Context: an optimization exercise on an open-source flow, tuned for small area, a short achievable clock period and few clock cycles. The choices shown serve that exercise and are no tape-out recipe. Only simulation tests tie the RTL to the original design; equivalence was not proved. Power and IR drop assume default switching activity.

Setup of run A:
// cu_compensate
module cu_compensate (
    input  wire               clk,
    input  wire               rst,
    input  wire               start,
    input  wire        [15:0] cal_t1,      
    input  wire signed [15:0] cal_t2,
    input  wire signed [15:0] cal_t3,
    input  wire        [15:0] cal_p1,      
    input  wire signed [15:0] cal_p2,
    input  wire signed [15:0] cal_p3,
    input  wire signed [15:0] cal_p4,
    input  wire signed [15:0] cal_p5,
    input  wire signed [15:0] cal_p6,
    input  wire signed [15:0] cal_p7,
    input  wire signed [15:0] cal_p8,
    input  wire signed [15:0] cal_p9,
    input  wire        [19:0] adc_t,
    input  wire        [19:0] adc_p,
    output reg                done,
    output wire               err,         
    output wire        [31:0] temp,        
    output wire        [31:0] press_q8,    
    output wire        [24:0] press_pa     
);
    localparam W = 76;
    localparam [5:0] S_IDLE = 6'd0,  S_TA   = 6'd1,  S_TC   = 6'd2,  S_TB   = 6'd3,
                     S_TD   = 6'd4,  S_TDW  = 6'd5,  S_TF   = 6'd6,  S_TE   = 6'd7,
                     S_XS   = 6'd8,  S_XSW  = 6'd9,  S_ZS   = 6'd10, S_Y6   = 6'd11,
                     S_Y6W  = 6'd12, S_NS   = 6'd13, S_NSW  = 6'd14, S_MS   = 6'd15,
                     S_MSW  = 6'd16, S_DIVF = 6'd17, S_DSI  = 6'd18, S_DIVS = 6'd19,
                     S_DSCK = 6'd20, S_PAF  = 6'd21, S_PAFW = 6'd22, S_PAS0 = 6'd23,
                     S_PAS1 = 6'd24, S_PASW = 6'd25, S_PB   = 6'd26, S_PC   = 6'd27,
                     S_PE   = 6'd28, S_PEW  = 6'd29, S_DEGN = 6'd30, S_DNEG = 6'd31,
  ...
Settings: LEC_CHECK=0, CAP_MARGIN=20, CORE_MARGIN=2, CORE_UTILIZATION=40, SLEW_MARGIN=20; clock period 25.0 ns.
standard.sh (not shown) runs the stock make flow with config.mk's settings and CLKGATE_MAP_FILE= SYNTH_SCRIPT=/design/flow/synth_recipe.tcl, a recipe that flattens the netlist after the stock synthesis.
==> flow/flow/run.sh <==
#!/bin/bash
# Layout flow: the standard flow (standard.sh, standard synthesis unchanged) with four
# changes to how the layout is made: the port buffers are buf_1 cells instead of delay
# buffers, the timing repair steps aim for 18.3 ns of setup slack at the design's period,
# clock tree synthesis clusters up to 18 flip-flops per leaf buffer and adds no dummy loads,
# and the repair after global routing estimates wires 20% heavier (flow/grt_rc.tcl).
# make's full output goes to flow.log; each ORFS step keeps its own log under orfs/logs.
set -uo pipefail
bash standard.sh BUFFER_PORTS_ARGS="-buffer_cell sky130_fd_sc_hd__buf_1" \
  SETUP_SLACK_MARGIN=18.3 \
  CTS_ARGS="-sink_clustering_enable -repair_clock_nets -sink_clustering_size 18 -sink_clustering_max_diameter 100 -dont_use_dummy_load" \
  PRE_GLOBAL_ROUTE_TCL="$PWD/flow/grt_rc.tcl" finish > flow.log 2>&1
==> flow/flow/grt_rc.tcl <==
set_layer_rc -layer li1  -capacitance [expr 1.2 * 1.499e-04]   -resistance [expr 1.2 * 7.176e-02]
set_layer_rc -layer met1 -capacitance [expr 1.2 * 1.72375E-04] -resistance [expr 1.2 * 8.929e-04]
set_layer_rc -layer met2 -capacitance [expr 1.2 * 1.36233E-04] -resistance [expr 1.2 * 8.929e-04]
set_layer_rc -layer met3 -capacitance [expr 1.2 * 2.14962E-04] -resistance [expr 1.2 * 1.567e-04]
set_layer_rc -layer met4 -capacitance [expr 1.2 * 1.48128E-04] -resistance [expr 1.2 * 1.567e-04]
set_layer_rc -layer met5 -capacitance [expr 1.2 * 1.54087E-04] -resistance [expr 1.2 * 1.781e-05]
set_wire_rc -signal -layer met1
set_wire_rc -clock -layer met3
Testbench counts of run A, summed over its fixed seeds: cycles 15,744.
### run A -> run B
==> flow/flow/run.sh <==
#!/bin/bash
# Layout flow: the standard flow (standard.sh, standard synthesis unchanged) with four
# changes to how the layout is made: the port buffers are buf_1 cells instead of delay
# buffers, the timing repair steps aim for 18.5 ns of setup slack at the design's period,
# clock tree synthesis clusters up to 18 flip-flops per leaf buffer, and the repair after
# global routing estimates wires 20% heavier (flow/grt_rc.tcl).
# make's full output goes to flow.log; each ORFS step keeps its own log under orfs/logs.
set -uo pipefail
bash standard.sh BUFFER_PORTS_ARGS="-buffer_cell sky130_fd_sc_hd__buf_1" \
  SETUP_SLACK_MARGIN=18.5 CTS_CLUSTER_SIZE=18 CTS_CLUSTER_DIAMETER=100 \
  PRE_GLOBAL_ROUTE_TCL="$PWD/flow/grt_rc.tcl" finish > flow.log 2>&1
Run B has completed all stages; timing, DRC and antenna checks passed. Diff run A -> run B: clock network power share now larger; fraction of met2 tracks used by global routing now larger; post-route cell area now larger; register-to-register slack now larger; via count of the first global-routing pass now smaller. Run B reports its critical path startpoint as cal_p9[10] while run A reports ACC[18].
Edits applied to the flow inputs when going from run B to run C:
==> flow/flow/run.sh <==
#!/bin/bash
# Layout flow: the standard flow (standard.sh, standard synthesis unchanged) with four
# changes to how the layout is made: the port buffers are buf_1 cells instead of delay
# buffers, the timing repair steps aim for 18.5 ns of setup slack at the design's period,
# clock tree synthesis clusters up to 18 flip-flops per leaf buffer and adds no dummy loads,
# and the repair after global routing estimates wires 20% heavier (flow/grt_rc.tcl).
# make's full output goes to flow.log; each ORFS step keeps its own log under orfs/logs.
set -uo pipefail
bash standard.sh BUFFER_PORTS_ARGS="-buffer_cell sky130_fd_sc_hd__buf_1" \
  SETUP_SLACK_MARGIN=18.5 \
  CTS_ARGS="-sink_clustering_enable -repair_clock_nets -sink_clustering_size 18 -sink_clustering_max_diameter 100 -dont_use_dummy_load" \
  PRE_GLOBAL_ROUTE_TCL="$PWD/flow/grt_rc.tcl" finish > flow.log 2>&1
### Flow results
Measured against run B, the number of antenna violations at the first check in global routing of run C comes out at 1.3 times the reference value.
Run C was carried through to the last stage, and its layout satisfied the timing, design-rule and antenna checks.
Diff run C..run B | routed wire length | negligible
Cell area (lower): run C
[run C vs run B] combinational share of power: higher in run C
Run C ended up with fewer standard cells than run B.
The share of the final layout cell area in sequential cells of run C and that of run B are within noise of each other.
Run C against run B: final net count neither gained nor lost much; per-cell via count in the routed design neither gained nor lost much.
Between run B and run C, the flow reports total power of the final layout decreasing slightly.
Side by side, multi-input gate share of total cell area turned out higher in run C than in run B.
Setup changes, run C to run D
diff --git a/flow/flow/run.sh b/flow/flow/run.sh
--- a/flow/flow/run.sh
+++ b/flow/flow/run.sh
@@ -3,3 +3,3 @@
 # changes to how the layout is made: the port buffers are buf_1 cells instead of delay
-# buffers, the timing repair steps aim for 18.5 ns of setup slack at the design's period,
+# buffers, the timing repair steps aim for 18.7 ns of setup slack at the design's period,
 # clock tree synthesis clusters up to 18 flip-flops per leaf buffer and adds no dummy loads,
@@ -9,3 +9,3 @@
 bash standard.sh BUFFER_PORTS_ARGS="-buffer_cell sky130_fd_sc_hd__buf_1" \
-  SETUP_SLACK_MARGIN=18.5 \
+  SETUP_SLACK_MARGIN=18.7 \
   CTS_ARGS="-sink_clustering_enable -repair_clock_nets -sink_clustering_size 18 -sink_clustering_max_diameter 100 -dont_use_dummy_load" \
Results
- Sort run D and run C by number of antenna violations at the first check in global routing, ascending, and run D comes first.
- Sort run D and run C by clock buffer instance count of the final layout desc -> top: run C
- When run D is measured against run C, its power drawn by the clock network turns out about 0.9% lower.
- Setup slack in run D is smaller than in run C.
- Number of cell instances on the worst register-to-register path came out exactly the same in run D and run C.
- Run D vs run C — final core utilization rose 0.77 points.
- Min total vias in the final route across run D and run C: run C
- Clock skew: run D vs run C up 0.043 ns
- Run D vs. run C: final period utilization up 0.24 points, average vias per placed instance increased by 1.5% relative to the old numbers, worst hold slack went up 0.076 ns.

[what the ideal ports hide]
The results above use ideal ports. As a check the final layouts listed here were re-extracted and re-timed, cells and wires unchanged. Step 1, drivers: a clkbuf_16 drives clk and a buf_2 each remaining input, both assumed. Step 2 moves the port delays by t, midway between the first and last clock arrival at a register: inputs arrive t later, outputs are due t later. That takes back most of the time a late clock gives input paths. Slacks: ideal / step 1 / step 2; pairs: ideal / step 1.
| run | t, ns | slack for setup (ns) | worst data-port slew with drivers (ns) |
|---|---|---|---|
| run A | 0.668 | 18.342 / 18.268 / 17.939 | 0.15 |
| run B | 0.707 | 18.543 / 18.490 / 17.894 | 0.19 |
| run C | 0.667 | 18.565 / 18.485 / 18.044 | 0.19 |
| run D | 0.674 | 18.505 / 18.426 / 18.116 | 0.19 |
After both steps every run listed still meets setup and hold. For run B, which loses most, drivers alone change the setup slack by -0.053 ns; drivers and shift together by -0.649 ns.
